This design comes from an exercise in tuning for small area and a short achievable clock period on the open sky130 flow, not from production work.
Function was not checked in any run shown here: the RTL went through the layout flow alone.
Power is estimated from default activity; no workload was simulated.

===== flow/design.v =====
module kstc_crc32c_step #(
    parameter [31:0] POLY = 32'h82F63B78
) (
    input  wire [31:0] crc_in,
    input  wire [7:0]  data,
    output reg  [31:0] crc_out
);
    integer i;
    always @* begin
        crc_out = crc_in ^ {24'd0, data};
        for (i = 0; i < 8; i = i + 1)
            crc_out = crc_out[0] ? ((crc_out >> 1) ^ POLY) : (crc_out >> 1);
    end
endmodule
module kstc_tx #(
    parameter MAX_PAYLOAD = 64
) (
    input  wire                     clk,
    input  wire                     rst,
    input  wire                     start,
    output wire                     ready,
    input  wire [7:0]               pri,
    input  wire [15:0]              src,
    input  wire [15:0]              dst,
    input  wire [15:0]              dspec,
    input  wire [63:0]              tid,
    input  wire [6:0]               len,
    input  wire [8*MAX_PAYLOAD-1:0] payload,
    output wire                     tx_valid,
    output wire [7:0]               tx_byte,
    input  wire                     tx_accept,
    output reg                      done,
    output reg                      ok
);
    localparam [7:0]  DELIM    = 8'h9E;
    localparam [7:0]  ESC      = 8'h8E;
    localparam [2:0] PH_HDR   = 3'd0,
                     PH_HCRC  = 3'd1,
                     PH_PAY   = 3'd2,
                     PH_PCRC  = 3'd3,
                     PH_CLOSE = 3'd4,
                     PH_END   = 3'd5;
    reg [7:0]               r_pri;
    reg [15:0]              r_src;
    reg [15:0]              r_dst;
    reg [15:0]              r_dspec;
    reg [63:0]              r_tid;
    reg [8*MAX_PAYLOAD-1:0] r_payload;
    reg        busy;       
    reg        idle;       
    reg        lden;       
    reg [7:0]  ob;         
    reg        ob_close;   
    reg        pend;       
    reg        pend_b4;    
    reg [7:0]  nb;         
    reg        nb_crc;     
    reg        nb_close;   
    reg [2:0]  phase;
    reg [5:0]  k;          
    reg [6:0]  rem;        
    reg        zlen;       
    reg [31:0] crc;
    wire [8*28-1:0] hdr = {8'h80, 8'h00, 8'h00, 8'h00, r_tid, 64'd0,
                           r_dspec, r_dst, r_src, r_pri, 8'h00};
    reg [7:0] hdr_byte, pay_byte;
    integer j;
    always @* begin
        hdr_byte = 8'h00;
        pay_byte = 8'h00;
        for (j = 0; j < 28; j = j + 1)
            hdr_byte = hdr_byte | (hdr[8*j +: 8] & {8{k[4:0] == j}});
        for (j = 0; j < MAX_PAYLOAD; j = j + 1)
            pay_byte = pay_byte | (r_payload[8*j +: 8] & {8{k == j}});
    end
    wire [7:0] lb     = nb_crc ? ~crc[7:0] : nb;
    wire       lb_esc = !nb_close && (lb == DELIM || lb == ESC);
    wire [31:0] crc_step;
    kstc_crc32c_step u_crc (
        .crc_in  (crc),
        .data    (nb),
        .crc_out (crc_step)
    );
    assign ready    = idle;
    assign tx_valid = busy;
    assign tx_byte  = ob;
    always @(posedge clk) begin
        if (rst) begin
            busy <= 1'b0;
            idle <= 1'b1;
            lden <= 1'b1;
            done <= 1'b0;
        end else if (!busy) begin
            busy <= start;
            idle <= !start;
            lden <= !start;
            done <= 1'b0;
        end else begin
            busy <= tx_accept && !ob_close;
            idle <= !tx_accept || ob_close;
            lden <= !tx_accept || ob_close || (!pend && nb_close);
            done <= !tx_accept || ob_close;
        end
        ok <= tx_accept;
        if (lden) begin
            r_pri     <= pri;
            r_src     <= src;
            r_dst     <= dst;
            r_dspec   <= dspec;
            r_tid     <= tid;
            r_payload <= payload;
        end
        if (!busy) begin
            ob       <= DELIM;
            ob_close <= 1'b0;
            pend     <= 1'b0;
            nb       <= 8'h00;       
            nb_crc   <= 1'b0;
            nb_close <= 1'b0;
            phase    <= PH_HDR;
            k        <= 6'd1;
            rem      <= len;
            zlen     <= (len == 7'd0);
            crc      <= 32'hFFFFFFFF;
        end else if (pend) begin
            ob   <= pend_b4 ? ~DELIM : ~ESC;
            pend <= 1'b0;
        end else begin
            ob       <= lb_esc ? ESC : lb;
            pend     <= lb_esc;
            pend_b4  <= lb[4];
            ob_close <= nb_close;
            crc      <= nb_crc ? {8'hFF, crc[31:8]} : crc_step;
            nb_crc   <= 1'b0;
            nb_close <= 1'b0;
            case (phase)
                PH_HDR: begin
                    nb <= hdr_byte;
                    if (k[4:0] == 5'd27) begin
                        phase <= PH_HCRC;
                        k     <= 6'd0;
                    end else
                        k <= k + 1'b1;
                end
                PH_HCRC: begin
                    nb_crc <= 1'b1;
                    if (k[1:0] == 2'd3) begin
                        phase <= zlen ? PH_PCRC : PH_PAY;
                        k     <= 6'd0;
                    end else
                        k <= k + 1'b1;
                end
                PH_PAY: begin
                    nb  <= pay_byte;
                    rem <= rem - 1'b1;
                    if (rem == 7'd1) begin
                        phase <= PH_PCRC;
                        k     <= 6'd0;
                    end else
                        k <= k + 1'b1;
                end
                PH_PCRC: begin
                    nb_crc <= 1'b1;
                    if (k[1:0] == 2'd3)
                        phase <= PH_CLOSE;
                    else
                        k <= k + 1'b1;
                end
                PH_CLOSE: begin
                    nb       <= DELIM;
                    nb_close <= 1'b1;
                    phase    <= PH_END;
                end
                default: ;
            endcase
        end
    end
endmodule

===== flow/flow/run.sh =====
#!/bin/bash
# Standard ORFS layout, except that the port buffers are buf_1 cells rather
# than the delay cells buffer_ports picks by default.
set -euo pipefail
export BUFFER_PORTS_ARGS="-buffer_cell sky130_fd_sc_hd__buf_1"
bash standard.sh > standard_flow.log 2>&1

===== flow/standard.sh =====
#!/bin/bash
# synth_recipe.tcl (not shown) runs the flow's synth.tcl, then flattens the netlist and writes it again
# the make line also repeats each setting of config.mk as NAME=value (left out here)
make -C /OpenROAD-flow-scripts/flow DESIGN_CONFIG=/design/flow/config.mk WORK_HOME=/design/flow/orfs CLKGATE_MAP_FILE= SYNTH_SCRIPT=/design/flow/synth_recipe.tcl "${@:-finish}"

===== flow/config.mk =====
export PLATFORM = sky130hd
export DESIGN_NAME = kstc_tx
export DESIGN_NICKNAME = kstc_tx
export VERILOG_FILES = /design/flow/design.v
export SDC_FILE = /design/flow/constraint.sdc
export NUM_CORES = 4
export LEC_CHECK = 0
export CAP_MARGIN = 20
export CORE_MARGIN = 2
export CORE_UTILIZATION = 40
export SETUP_SLACK_MARGIN = 3.9
export SLEW_MARGIN = 20

===== flow/constraint.sdc =====
create_clock -name core_clock -period 6.5 [get_ports {clk}]
set_input_delay 1.3000 -clock core_clock [delete_from_list [all_inputs] [get_ports {clk}]]
set_output_delay 1.3000 -clock core_clock [all_outputs]
set_load 0.01 [all_outputs]

==> key figures, run 1 <==
Timing
  • Tcrit/Tclk final: 40.9%
  • Final hold vios: 0
  • Setup TNS: 0 ns
  • Final setup vio count: 0
  • Rel. slew slack: approximately an eighth
  • Setup ws final: 3.84 ns
  • WHS: 0.462 ns
  • Least-Margin Pin Slew: approximately 1.3 ns
  • Fmax: ~380 MHz
  • RSZ-0062 raised after global routing: true
  • Worst clock skew: between 0.04 and 0.05 ns
  • Pins Over Slew Limit: 0
  • Min Tclk post-route: 2.66 ns

Critical path
  • R2r setup slk: 3.84 ns
  • Crit Path Class: flip-flop to flip-flop
  • Worst EP arrival: 3.14 ns
  • Reg2Reg Depth: 10
  • Crit Path Max Fanout: 6
  • Critical path launch point type: flip-flop
  • Worst setup endpoint: nb[5]$_SDFFE_PN0P_
  • Worst setup path startpoint: k[0]$_SDFFE_PN1P_
  • FF-to-FF End: nb[5]$_SDFFE_PN0P_
  • Critical path required time: 6.98 ns
  • Worst r2r src: k[0]$_SDFFE_PN1P_
  • Setup crit end kind: flip-flop

Placement
  • DP Area: slightly above 30000 um2
  • Cells after DPL: between 3000 and 4000
  • Final estimated routing congestion in global placement: 1.05
  • Pre-CTS setup slack: around 2.5 ns
  • Port Buffers: 654
  • Final HPWL DP: 91700 um

Outcome
  • Status: finished clean

Floorplan
  • Die Y-Extent: ~260 um
  • Die ar.: between 70000 and 80000 um2
  • Die W: ~260 um
  • Core ar.: 67300 um2
  • Site Rows: 95
  • I/O Pins: 655
  • Initial Util: between 40% and 50%

Min path
  • Hold Path Class: flip-flop to flip-flop

Cells and area
  • Final Cell Area: 34700 um2
  • Commonest non-fill, non-tap cell in the layout: buf_1
  • Final non-filler cell total: 3431
  • Register area: 20600 um2
  • Nets: 3138
  • Multi-input gate area: between 6000 and 7000 um2
  • Final core utilization: 51.6%
  • Commonest cells after routing, fill and taps aside: buf_1, edfxtp_1, a22oi_1, nand2_1, clkbuf_16
  • P&R area growth vs syn: 27.4%
  • Layout cells sized above 1: 14.1%
  • Fillers: 5833

Drt
  • DR vias: about 21000
  • Drc violations: 0
  • DR pass1 iterations: 7
  • ANT nets after route: 0
  • WL final: 120000 um
  • Vias per Instance: 6.01
  • DR iter-0 viols: 2769
  • Wire length per cell: 34.9 um

Logic synthesis
  • Post-synth EDFFs: about 640
  • Mapped Cells: 1725
  • Post-synthesis sequential area ratio: 75.5%
  • Dominant synthesized flop cell: edfxtp_1
  • Net count of the mapped netlist: 2375
  • Async set or reset register ratio after synthesis: 0%
  • Syn. warnings: 2
  • Avg Inst Size Synth: 15.8 um2
  • Synth Register Bits: 707
  • Post-synthesis cell area: 27200 um2
  • Synth unique cells: a little under 70

Pwr
  • Final Power: 11.8 mW
  • Leakage power: 11.7 nW
  • Worst ir drop on vdd: about 0.23 mV
  • PwrDens: about 340 nW/um2

Global routing
  • Antenna violations before repair: 9
  • Total GRT Usage: between 30% and 40%
  • Largest net degree at the start of global routing: 200
  • Residual overflow from global routing: 0
  • First-pass GRT wire length: ~160000 um
  • Vias in the first global route: 20500

CTS
  • CTS tree: yes
  • Cts bufs inserted: between 70 and 80
  • Clk sinks: 707
  • CTS Root Cell: clkbuf_16
  • CTS clk-pin slew, worst paths: 0.06 ns
  • Clock latency on the worst-skew pair: 0.65 ns
  • Hold_buf cts: 0
  • CTS max path bufs: 3
  • H-tree depth: 3

Job
  • Max cap viols: 0
cell usage after synthesis, types with 14 or more instances:
cell type / number / area, um2
a221oi_1: 26 / 228
nand4_1: 44 / 275
nor4_1: 20 / 125
a22o_1: 20 / 175
xnor2_1: 57 / 499
nor2b_1: 14 / 87.6
buf_2: 14 / 70.1
xor2_1: 14 / 123
a21oi_1: 40 / 200
nor3_1: 30 / 150
nor2_1: 118 / 443
dfxtp_1: 66 / 1320
nand3_1: 22 / 110
edfxtp_1: 641 / 19200
nand2_1: 88 / 330
o211ai_1: 17 / 128
a22oi_1: 210 / 1580
clkbuf_1: 38 / 143
o21ai_0: 32 / 160
inv_1: 20 / 75.1
kinds of logic (layout without fill, tap and decap cells):
family	Yosys count	count (layout)	synth area share [%]
and+or+nand+nor	401	402	7.32
muxes	21	21	0.809
other	0	6	0
xor gates and xnor gates	86	86	3.34
buffers and inverters	81	907	1.18
adders and majority gates	7	7	0.322
DFF	707	707	75.5
AOI/OAI and AO/OA	422	422	11.5
report_power, final:
group / internal (mW) / switching (mW) / leakage (nW)
clock network: 2.58 / 1.90 / 1.25
registers: 5.43 / 0.278 / 7.11
logic: 0.719 / 0.900 / 3.32
total: 8.72 / 3.08 / 11.7
routing by layer:
layer	share of wire [%]	global-route usage, %
met5	0.034	0
met4	5.6	15.8
met3	8.9	7.23
met2	49	56.9
met1	36	41.1
registers in the layout, indices dropped and copies added, names as in the netlist, 3 cells and up:
name / cells
r_dspec: 16
r_tid: 64
nb: 8
k: 6
ob: 8
crc: 32
r_payload: 512
phase: 3
r_src: 16
r_dst: 16
rem: 7
r_pri: 8
final cells by class:
cell class,instances,share of cell area (%)
diodes,6,0.0433
clock buffers,94,5.83
clock inverters,50,1.60
inverters,20,0.216
multi-input cells,938,20.1
flip-flops and latches,707,59.4
well taps,873,3.15
repair buffers,743,9.64
timing repair:
action | 4_1_cts | 5_1_grt
setup endpoints to repair | 13 | 9
resized for setup | 116 | 48
buffers inserted | 44 | 10
pin swaps | 16 | 17
gates cloned | 4 | 0
critical path, stage by stage, from the launching register on:
cell and delay (ns):
dfxtp_4 0.39, inv_2 0.07, ha_4 0.19, nand3b_1 0.18, nor2_2 0.10, buf_6 0.18, a221o_1 0.35, nor4_4 0.28
nand4_1 0.33, o31ai_4 0.32, a31oi_1 0.10
worst min-delay path by stage:
stage / startpoint / to / slack, ns / depth (start not counted)
detailed placement: ob_close$_SDFFE_PN0N_ / ob_close$_SDFFE_PN0N_ / 0.46 / 2
global placement: ob_close$_SDFFE_PN0N_ / ob_close$_SDFFE_PN0N_ / 0.44 / 2
global route: ob_close$_SDFFE_PN0N_ / ob_close$_SDFFE_PN0N_ / 0.49 / 2
floorplan: ob_close$_SDFFE_PN0N_ / ob_close$_SDFFE_PN0N_ / 0.44 / 2
CTS: ob_close$_SDFFE_PN0N_ / ob_close$_SDFFE_PN0N_ / 0.47 / 2
finish: ob_close$_SDFFE_PN0N_ / ob_close$_SDFFE_PN0N_ / 0.46 / 2
==> inputs of run 2 (changes only) <==
--- a/flow/config.mk
+++ b/flow/config.mk
@@ -9,4 +9,4 @@
 export CORE_MARGIN = 2
 export CORE_UTILIZATION = 40
-export SETUP_SLACK_MARGIN = 3.9
+export SETUP_SLACK_MARGIN = 4.3
 export SLEW_MARGIN = 20
==> run 2 against run 1 <==
- sequential power about the same
- global-route usage grew 0.84 points
- hold slack better by 0.0044 ns
- cell area up 2.0%
- fmax rose by 2.2%
- sequential share of layout area down 1.1 points
- utilization is 1.0 points higher
- synthesized cell count stayed put
- clock-buffer cell count shrank 8
- critical path depth is the same
- flip-flop and latch count stayed put
- critical path type unchanged
- critical endpoint is now nb[3]$_SDFFE_PN0P_
==> key figures, run 2 <==
Outcome
  • Status: finished clean

Global routing
  • Vias in the first global route: 21100 (+2.5%)
  • First-pass GRT wire length: 166000 um (+2.7%)
  • Antenna violations before repair: 14 (+5)
  • Total GRT Usage: 34.5% (+0.84 points)
  • Residual overflow from global routing: 0 (unchanged)
  • Largest net degree at the start of global routing: 211 (+5.5%)

Pwr
  • Worst ir drop on vdd: 0.246 mV (+7.3%)
  • Final Power: 11.8 mW (-0.32%)
  • PwrDens: 332 nW/um2 (-2.3%)
  • Leakage power: 12.0 nW (+2.6%)

Critical path
  • Reg2Reg Depth: 10 (unchanged)
  • Setup crit end kind: flip-flop
  • Critical path launch point type: flip-flop
  • Critical path required time: 7.00 ns (+0.02 ns)
  • Crit Path Class: flip-flop to flip-flop
  • FF-to-FF End: nb[3]$_SDFFE_PN0P_
  • Worst EP arrival: 3.10 ns (-0.04 ns)
  • Crit Path Max Fanout: 8 (+2)
  • Worst r2r src: k[0]$_SDFFE_PN1P_
  • R2r setup slk: 3.90 ns (+0.06 ns)

Floorplan
  • Die W: 265 um (unchanged)
  • Die Y-Extent: 265 um (unchanged)
  • I/O Pins: 655 (unchanged)
  • Initial Util: 40.5% (unchanged)
  • Die ar.: 70200 um2 (unchanged)
  • Site Rows: 95 (unchanged)
  • Core ar.: 67300 um2 (unchanged)

Timing
  • Tcrit/Tclk final: 40.0% (-0.87 points)
  • Least-Margin Pin Slew: 1.09 ns (-0.227 ns)
  • Fmax: 385 MHz (+2.2%)
  • Final hold vios: 0 (unchanged)
  • Worst clock skew: 0.0289 ns (-0.0143 ns)
  • RSZ-0062 raised after global routing: true
  • Pins Over Slew Limit: 0 (unchanged)
  • Setup TNS: 0 ns (unchanged)
  • Min Tclk post-route: 2.60 ns (-0.0563 ns)
  • Final setup vio count: 0 (unchanged)
  • WHS: 0.466 ns (+0.00444 ns)
  • Rel. slew slack: 27.2% (+15 points)

Drt
  • ANT nets after route: 0 (unchanged)
  • WL final: 123000 um (+2.6%)
  • Drc violations: 0 (unchanged)
  • DR vias: 21000 (+1.8%)
  • Wire length per cell: 35.5 um (+1.5%)
  • DR iter-0 viols: 3104 (+12%)
  • Vias per Instance: 6.06 (+0.73%)
  • DR pass1 iterations: 6 (-1)

Logic synthesis
  • Avg Inst Size Synth: 15.8 um2 (unchanged)
  • Ranking of synthesized cells by area: edfxtp_1, a22oi_1, dfxtp_1
  • Synth area leader: edfxtp_1
  • Post-synthesis cell area: 27200 um2 (unchanged)
  • Proportion of netlist area held by the largest area contributor: 70.7% (unchanged)
  • Post-synth top cells: edfxtp_1, a22oi_1, nor2_1
  • Syn. warnings: 2 (unchanged)
  • Async set or reset register ratio after synthesis: 0% (unchanged)
  • Synth Register Bits: 707 (unchanged)
  • Mapped Cells: 1725 (unchanged)
  • Synth unique cells: 69 (unchanged)
  • Post-synthesis sequential area ratio: 75.5% (unchanged)
  • Post-synth EDFFs: 641 (unchanged)
  • Net count of the mapped netlist: 2375 (unchanged)
  • Count leader, synth: edfxtp_1
  • Dominant synthesized flop cell: edfxtp_1

Cells and area
  • Final core utilization: 52.6% (+1.0 points)
  • Top flop regs: r_payload (512), r_tid (64), crc (32)
  • Final non-filler cell total: 3469 (+1.1%)
  • Commonest cells after routing, fill and taps aside: buf_1, edfxtp_1, a22oi_1, buf_4, nand2_1
  • Largest Register: r_payload
  • Nets: 3180 (+1.3%)
  • Largest register FFs: 512 (unchanged)
  • P&R area growth vs syn: 30.0%
  • Layout cells sized above 1: 18.0% (+3.9 points)
  • Commonest non-fill, non-tap cell in the layout: buf_1

Placement
  • Port Buffers: 654 (unchanged)
  • Final estimated routing congestion in global placement: 1.03 (-1.8%)
  • Cells after DPL: 3228 (+0.16%)
  • Final HPWL DP: 93500 um (+2.0%)

CTS
  • CTS Root Cell: clkbuf_16
  • Clk sinks: 707 (unchanged)
  • H-tree depth: 3 (unchanged)
  • CTS tree: yes
  • Clock latency on the worst-skew pair: 0.64 ns (about the same)
  • Cts bufs inserted: 76 (-2.6%)
  • CTS clk-pin slew, worst paths: 0.06 ns (about the same)
  • CTS max path bufs: 3 (unchanged)
  • Hold_buf cts: 0 (unchanged)

Min path
  • Hold-critical path endpoint: ob_close$_SDFFE_PN0N_
  • WHS Path Cells: 2 (unchanged)
  • Hold_sp: ob_close$_SDFFE_PN0N_
  • Hold Path Class: flip-flop to flip-flop

Job
  • Max cap viols: 0 (unchanged)
[run 2: cell counts after synthesis]
No cell type changed its count.
[run 2: worst max-delay path, stage by stage, from the launching register on]
cell and delay (ns):
dfxtp_4 0.40, inv_4 0.06, ha_4 0.20, nand3_2 0.17
nor2_1 0.13, buf_4 0.20, a22oi_1 0.20, nand2_1 0.07
or4_4 0.52, nor4_4 0.37, a211oi_1 0.13
[run 2: layout make-up]
| cell class | instances | area (um2) |
|---|---|---|
| fillers | 5696 | 31900 |
| flip-flops and latches | 707 | 20600 |
| multi-input cells | 940 | 7370 |
| repair buffers | 785 | 3760 |
| clock buffers | 86 | 1960 |
| well taps | 873 | 1090 |
| clock inverters | 49 | 477 |
| inverters | 20 | 83.8 |
| diodes | 9 | 22.5 |
[run 2: repair_timing]
action,4_1_cts,5_1_grt
pin swaps,45,22
setup buffers,75,16
gates cloned,5,0
setup endpoints to repair,54,35
resized for setup,211,44
[run 2: how the worst max path moves through the flow]
stage | startpoint | endpoint | slack [ns] | cells past startpoint
final | k[0]$_SDFFE_PN1P_ | nb[3]$_SDFFE_PN0P_ | 3.90 | 10
after floorplan | lden$_SDFF_PP1_ | r_dspec[0]$_DFFE_PP_ | 1.47 | 0
after CTS | busy$_SDFF_PP0_ | tx_valid | 3.99 | 2
after detailed placement | k[1]$_SDFFE_PN0P_ | nb[6]$_SDFFE_PN0P_ | 2.78 | 8
after global placement | k[1]$_SDFFE_PN0P_ | nb[0]$_SDFFE_PN0P_ | 2.75 | 9
after global routing | k[1]$_SDFFE_PN0P_ | nb[6]$_SDFFE_PN0P_ | 3.90 | 11
[run 2: stage by stage]
stage | area, um2 | worst slack (ns)
6_report | 35400 | 3.90
5_1_grt | 35400 | 3.90
4_1_cts | 35000 | 3.99
3_5_place_dp | 30900 | 2.78
3_3_place_gp | 30900 | 2.75
2_1_floorplan | 27300 | 1.47
[run 2: cells by family after synthesis]
kind of cell	Yosys count	share of synthesized area, %
AO/OA/AOI/OAI	422	11.5
XOR/XNOR	86	3.34
adder cells (fa/ha/maj)	7	0.322
buffers and inverters	81	1.18
flip-flops	707	75.5
multiplexers	21	0.809
AND/OR/NAND/NOR	401	7.32
[run 2: routing by layer]
| metal | track usage (%) | wire (um) |
|---|---|---|
| met5 | 0 | 24 |
| met3 | 7.81 | 11200 |
| met4 | 17.5 | 6980 |
| met2 | 57.3 | 60100 |
| met1 | 42.3 | 44700 |
[run 2: where the power goes]
| part | switching [mW] | internal [mW] |
|---|---|---|
| clock network | 1.85 | 2.43 |
| logic | 0.955 | 0.802 |
| registers | 0.298 | 5.43 |
| total | 3.11 | 8.66 |
==> inputs of run 3 (changes only) <==
==> flow/design.v (replaced) <==
module kstc_crc32c_step #(
    parameter [31:0] POLY = 32'h82F63B78
) (
    input  wire [31:0] crc_in,
    input  wire [7:0]  data,
    output reg  [31:0] crc_out
);
    integer i;
    always @* begin
        crc_out = crc_in ^ {24'd0, data};
        for (i = 0; i < 8; i = i + 1)
            crc_out = crc_out[0] ? ((crc_out >> 1) ^ POLY) : (crc_out >> 1);
    end
endmodule
module kstc_tx #(
    parameter MAX_PAYLOAD = 64
) (
    input  wire                     clk,
    input  wire                     rst,
    input  wire                     start,
    output wire                     ready,
    input  wire [7:0]               pri,
    input  wire [15:0]              src,
    input  wire [15:0]              dst,
    input  wire [15:0]              dspec,
    input  wire [63:0]              tid,
    input  wire [6:0]               len,
    input  wire [8*MAX_PAYLOAD-1:0] payload,
    output wire                     tx_valid,
    output wire [7:0]               tx_byte,
    input  wire                     tx_accept,
    output reg                      done,
    output reg                      ok
);
    localparam [7:0]  DELIM    = 8'h9E;
    localparam [7:0]  ESC      = 8'h8E;
    localparam [31:0] CRC_INIT = 32'hFFFFFFFF;
    localparam [2:0] PH_OPEN  = 3'd0,
                     PH_HDR   = 3'd1,
                     PH_HCRC  = 3'd2,
                     PH_PAY   = 3'd3,
                     PH_PCRC  = 3'd4,
                     PH_CLOSE = 3'd5;
    reg [7:0]               r_pri;
    reg [15:0]              r_src;
    reg [15:0]              r_dst;
    reg [15:0]              r_dspec;
    reg [63:0]              r_tid;
    reg [6:0]               r_len;
    reg [8*MAX_PAYLOAD-1:0] r_payload;
    reg        busy;
    reg [2:0]  phase;
    reg [6:0]  k;         
    reg        esc2;      
    reg [31:0] crc;
    wire [8*28-1:0] hdr = {8'h80, 8'h00, 8'h00, 8'h00, r_tid, 64'd0,
                           r_dspec, r_dst, r_src, r_pri, 8'h00};
    reg [7:0] cur;
    always @* begin
        case (phase)
            PH_HDR:  cur = hdr[8*k[4:0] +: 8];
            PH_HCRC,
            PH_PCRC: cur = ~crc[8*k[1:0] +: 8];
            PH_PAY:  cur = r_payload[8*k[5:0] +: 8];
            default: cur = DELIM;
        endcase
    end
    wire raw      = (phase == PH_OPEN) || (phase == PH_CLOSE);
    wire need_esc = !raw && (cur == DELIM || cur == ESC);
    wire [31:0] crc_next;
    kstc_crc32c_step u_crc (
        .crc_in  (crc),
        .data    (cur),
        .crc_out (crc_next)
    );
    assign ready    = !busy;
    assign tx_valid = busy;
    assign tx_byte  = raw ? DELIM : (esc2 ? ~cur : (need_esc ? ESC : cur));
    wire byte_done = busy && tx_accept && (!need_esc || esc2);
    always @(posedge clk) begin
        if (rst) begin
            busy  <= 1'b0;
            done  <= 1'b0;
            ok    <= 1'b0;
            phase <= PH_OPEN;
            k     <= 7'd0;
            esc2  <= 1'b0;
            crc   <= CRC_INIT;
        end else begin
            done <= 1'b0;
            if (!busy) begin
                if (start) begin
                    busy      <= 1'b1;
                    phase     <= PH_OPEN;
                    k         <= 7'd0;
                    esc2      <= 1'b0;
                    crc       <= CRC_INIT;
                    r_pri     <= pri;
                    r_src     <= src;
                    r_dst     <= dst;
                    r_dspec   <= dspec;
                    r_tid     <= tid;
                    r_len     <= len;
                    r_payload <= payload;
                end
            end else if (!tx_accept) begin
                busy <= 1'b0;
                done <= 1'b1;
                ok   <= 1'b0;
            end else if (!byte_done) begin
                esc2 <= 1'b1;            
            end else begin
                esc2 <= 1'b0;
                case (phase)
                    PH_OPEN: begin
                        phase <= PH_HDR;
                        k     <= 7'd0;
                    end
                    PH_HDR: begin
                        crc <= crc_next;
                        if (k == 7'd27) begin
                            phase <= PH_HCRC;
                            k     <= 7'd0;
                        end else
                            k <= k + 1'b1;
                    end
                    PH_HCRC: begin
                        if (k == 7'd3) begin
                            crc <= CRC_INIT;
                            k   <= 7'd0;
                            phase <= (r_len == 7'd0) ? PH_PCRC : PH_PAY;
                        end else
                            k <= k + 1'b1;
                    end
                    PH_PAY: begin
                        crc <= crc_next;
                        if (k == r_len - 1'b1) begin
                            phase <= PH_PCRC;
                            k     <= 7'd0;
                        end else
                            k <= k + 1'b1;
                    end
                    PH_PCRC: begin
                        if (k == 7'd3)
                            phase <= PH_CLOSE;
                        else
                            k <= k + 1'b1;
                    end
                    default: begin       
                        busy <= 1'b0;
                        done <= 1'b1;
                        ok   <= 1'b1;
                    end
                endcase
            end
        end
    end
endmodule
==> flow/run.sh (new file) <==
#!/bin/bash
# synth_recipe.tcl (not shown) runs the flow's synth.tcl, then flattens the netlist and writes it again
# the make line also repeats each setting of config.mk as NAME=value (left out here)
make -C /OpenROAD-flow-scripts/flow DESIGN_CONFIG=/design/flow/config.mk WORK_HOME=/design/flow/orfs CLKGATE_MAP_FILE= SYNTH_SCRIPT=/design/flow/synth_recipe.tcl finish
--- a/flow/config.mk
+++ b/flow/config.mk
@@ -9,4 +9,3 @@
 export CORE_MARGIN = 2
 export CORE_UTILIZATION = 40
-export SETUP_SLACK_MARGIN = 4.3
 export SLEW_MARGIN = 20
removed: flow/flow/run.sh
removed: flow/standard.sh
==> run 3 against run 2 <==
- first-iteration DRC count decreased by 49%
- critical path type is now flip-flop to output pin
- critical path depth unchanged
- cell area rose by 8.6%
- flip-flop and latch count decreased by 22
==> key figures, run 3 <==
CTS
  • Clk sinks: 685 (-3.1%)
  • Clock latency on the worst-skew pair: 0.64 ns (about the same)
  • CTS Root Cell: clkbuf_16
  • CTS clk-pin slew, worst paths: 0.06 ns (about the same)
  • CTS max path bufs: 3 (unchanged)
  • Cts bufs inserted: 75 (-1.3%)
  • Hold_buf cts: 0 (unchanged)
  • CTS tree: yes
  • H-tree depth: 3 (unchanged)

Logic synthesis
  • Largest family of logic cells by synthesized area: multiplexers
  • Mapped Cells: 1530 (-11%)
  • Post-synthesis compound-gate area fraction: 4.49% (-7.0 points)
  • Net count of the mapped netlist: 2177 (-8.3%)
  • Post-synth EDFFs: 639 (-0.31%)
  • Synth Area in Adders: 0.178% (-0.14 points)
  • Avg Inst Size Synth: 18.4 um2 (+16%)
  • Syn. warnings: 2 (unchanged)
  • Xor/xnor share of the synthesized area: 3.67% (+0.33 points)
  • Synth Register Bits: 685 (-3.1%)
  • Simple-Gate Fraction of Synth Area: 4.03% (-3.3 points)
  • Async set or reset register ratio after synthesis: 0% (unchanged)
  • Count leader, synth: edfxtp_1
  • Post-synthesis mux area share: 14.2% (+13 points)
  • Ranking of synthesized cells by area: edfxtp_1, mux4_2, mux2i_1
  • Dominant synthesized flop cell: edfxtp_1
  • Post-synthesis cell area: 28100 um2 (+3.3%)
  • Synth area leader: edfxtp_1
  • Post-synth top cells: edfxtp_1, mux4_2, mux2i_1
  • Post-synthesis sequential area ratio: 71.5% (-4.0 points)
  • Synth unique cells: 70 (+1.4%)
  • Proportion of netlist area held by the largest area contributor: 68.2% (-2.5 points)

Floorplan
  • I/O Pins: 655 (unchanged)
  • Core ar.: 69800 um2 (+3.7%)
  • Initial Util: 40.3% (-0.17 points)
  • Die Y-Extent: 269 um (+1.6%)
  • Die ar.: 72400 um2 (+3.2%)
  • Die W: 269 um (+1.6%)
  • Site Rows: 97 (+2.1%)

Timing
  • Final setup vio count: 0 (unchanged)
  • Tcrit/Tclk final: 95.7% (+56 points)
  • Rel. slew slack: 32.1% (+4.9 points)
  • Min Tclk post-route: 6.22 ns (+3.62 ns)
  • Pins Over Slew Limit: 0 (unchanged)
  • Setup TNS: 0 ns (unchanged)
  • Final hold vios: 0 (unchanged)
  • WHS: 0.517 ns (+0.0510 ns)
  • Setup ws final: 0.282 ns (-3.62 ns)
  • Fmax: 161 MHz (-58%)
  • RSZ-0062 raised after global routing: false
  • Least-Margin Pin Slew: 1.01 ns (-0.0807 ns)
  • Worst clock skew: 0.0359 ns (+0.00701 ns)

Drt
  • Vias per Instance: 5.23 (-14%)
  • WL final: 88600 um (-28%)
  • DR pass1 iterations: 5 (-1)
  • ANT nets after route: 0 (unchanged)
  • Wire length per cell: 27.3 um (-23%)
  • DR vias: 17000 (-19%)
  • Drc violations: 0 (unchanged)
  • DR iter-0 viols: 1591 (-49%)

Critical path
  • Worst EP arrival: 4.92 ns (+1.82 ns)
  • Crit Path Class: flip-flop to output pin
  • Critical-path top delay cell: dfxtp_4
  • Critical path required time: 5.20 ns (-1.80 ns)
  • Critical path buffer and inverter count: 1 (-1)
  • Critical path launch point type: flip-flop
  • Worst path max stage delay: 0.60 ns (+0.08 ns)
  • Reg2Reg Depth: 10 (unchanged)
  • Setup crit end kind: output pin
  • Worst path top cell family by delay: compound AO/OA/AOI/OAI gates
  • Crit-path cells: mux4_2, mux4_2, a22oi_1, nand3_1, a211o_1, a2111oi_4, o2111ai_2, nand2b_1, nand2b_1, clkdlybuf4s50_1
  • Critical path depth: 10 (unchanged)
  • Crit Path Max Fanout: 16 (+8)

Global routing
  • Vias in the first global route: 18000 (-14%)
  • Largest net degree at the start of global routing: 99 (-53%)
  • Residual overflow from global routing: 0 (unchanged)
  • First-pass GRT wire length: 126000 um (-24%)
  • Antenna violations before repair: 38 (+24)
  • Total GRT Usage: 24.3% (-10 points)

Outcome
  • Status: finished clean

Pwr
  • Leakage power: 12.4 nW (+3.7%)
  • Final Power: 10.2 mW (-13%)
  • PwrDens: 265 nW/um2 (-20%)
  • Worst ir drop on vdd: 0.202 mV (-18%)

Placement
  • Final HPWL DP: 66800 um (-29%)
  • Cells after DPL: 3084 (-4.5%)
  • Pre-CTS setup slack: 0.746 ns (-2.04 ns)
  • Final estimated routing congestion in global placement: 0.869 (-16%)
  • DP Area: 35800 um2 (+16%)
  • Port Buffers: 654 (unchanged)

Cells and area
  • Final non-filler cell total: 3253 (-6.2%)
  • Nets: 2870 (-9.7%)
  • Layout cells sized above 1: 14.2% (-3.8 points)
  • Commonest cells after routing, fill and taps aside: clkdlybuf4s50_1, edfxtp_1, mux4_2, mux2i_1, clkbuf_16
  • Final core utilization: 55.1% (+2.5 points)
  • Top flop regs: r_payload (512), r_tid (64), crc (32)
  • Commonest non-fill, non-tap cell in the layout: clkdlybuf4s50_1
  • Final Cell Area: 38400 um2 (+8.6%)
  • Largest Register: r_payload
  • Largest register FFs: 512 (unchanged)
  • P&R area growth vs syn: 36.6%

Min path
  • WHS Path Cells: 2 (unchanged)
  • Hold Path Class: flip-flop to flip-flop

Job
  • Max cap viols: 0 (unchanged)
-- run 3: cell types whose count changed in the layout (fill, tap and decap cells not counted), sizes merged, moves of 20 or more --
| cell | before | now |
|---|---|---|
| nand4 | 44 | 2 |
| buf | 783 | 44 |
| nand2 | 88 | 51 |
| mux2i | 13 | 102 |
| nor2 | 119 | 66 |
| mux4 | 0 | 126 |
| a22oi | 210 | 38 |
| clkdlybuf4s50 | 0 | 654 |
| dfxtp | 66 | 46 |
-- run 3: metal layers --
metal	track usage [%]	wire length [um]
met5	0	112
met4	9.22	2220
met3	5.84	6340
met2	41.4	46200
met1	30.0	33700
-- run 3: worst min-delay path: stages, from the launching register on --
cell,delay (ns)
dfxtp_1,0.32
nor2_1,0.10
a21oi_1,0.05
-- run 3: cell families (layout without fill, tap and decap cells) --
| family | Yosys count | after routing |
|---|---|---|
| buf+inv | 91 | 846 |
| other cells | 0 | 28 |
| fa+ha+maj | 4 | 4 |
| mux | 239 | 239 |
| simple gates | 232 | 232 |
| flops | 685 | 685 |
| compound gates | 180 | 180 |
| xor+xnor | 99 | 99 |
-- run 3: worst paths after layout --
check | start | end | slack (ns)
worst max-delay path | k[0]$_SDFFE_PP0P_ | tx_byte[3] | 0.28
worst min-delay path | crc[4]$_SDFFE_PP1P_ | crc[4]$_SDFFE_PP1P_ | 0.52
worst max register to register | k[0]$_SDFFE_PP0P_ | crc[3]$_SDFFE_PP1P_ | 1.58
worst min register to register | crc[4]$_SDFFE_PP1P_ | crc[4]$_SDFFE_PP1P_ | 0.52
-- run 3: final cells by class --
cell class | instances | area [um2]
diodes | 28 | 70.1
multi-input cells | 754 | 7460
fillers | 5500 | 31400
repair buffers | 698 | 7050
well taps | 940 | 1180
clock inverters | 50 | 562
flip-flops and latches | 685 | 20100
clock buffers | 89 | 1950
inverters | 9 | 33.8
-- run 3: report_power, final --
part / leakage (nW) / internal (mW) / switching (mW)
combinational: 4.89 / 0.473 / 0.300
clock: 1.22 / 2.53 / 1.79
sequential: 6.31 / 5.03 / 0.0524
-- run 3: what timing repair did --
action | CTS | global route
resized for setup | 0 | 1
setup buffers | 0 | 2
endpoints found under the setup margin | 0 | 3

==> static timing again, ports no longer ideal <==
The flow's constraints put no driver on any port. The routed layouts listed below were extracted and timed again, unchanged, in two steps. Step 1: set_driving_cell puts a clkbuf_16 on clk and a buf_2 on each other input, an assumption about the parent block. Step 2 also shifts input and output timing later by t, the mid clock arrival at the registers, as if the neighbouring blocks saw the same clock. a / b / c = ideal ports / drivers / drivers and shift; a / b = the first two.
| run | t (ns) | setup WS [ns] | worst setup path at the end |
|---|---|---|---|
| run 1 | 0.691 | 3.844 / 3.844 / 3.844 | register to register |
| run 2 | 0.700 | 3.900 / 3.900 / 3.900 | register to register |
| run 3 | 0.684 | 0.282 / 0.218 / 0.902 | register to output |
After both steps setup and hold are still met in every run listed.
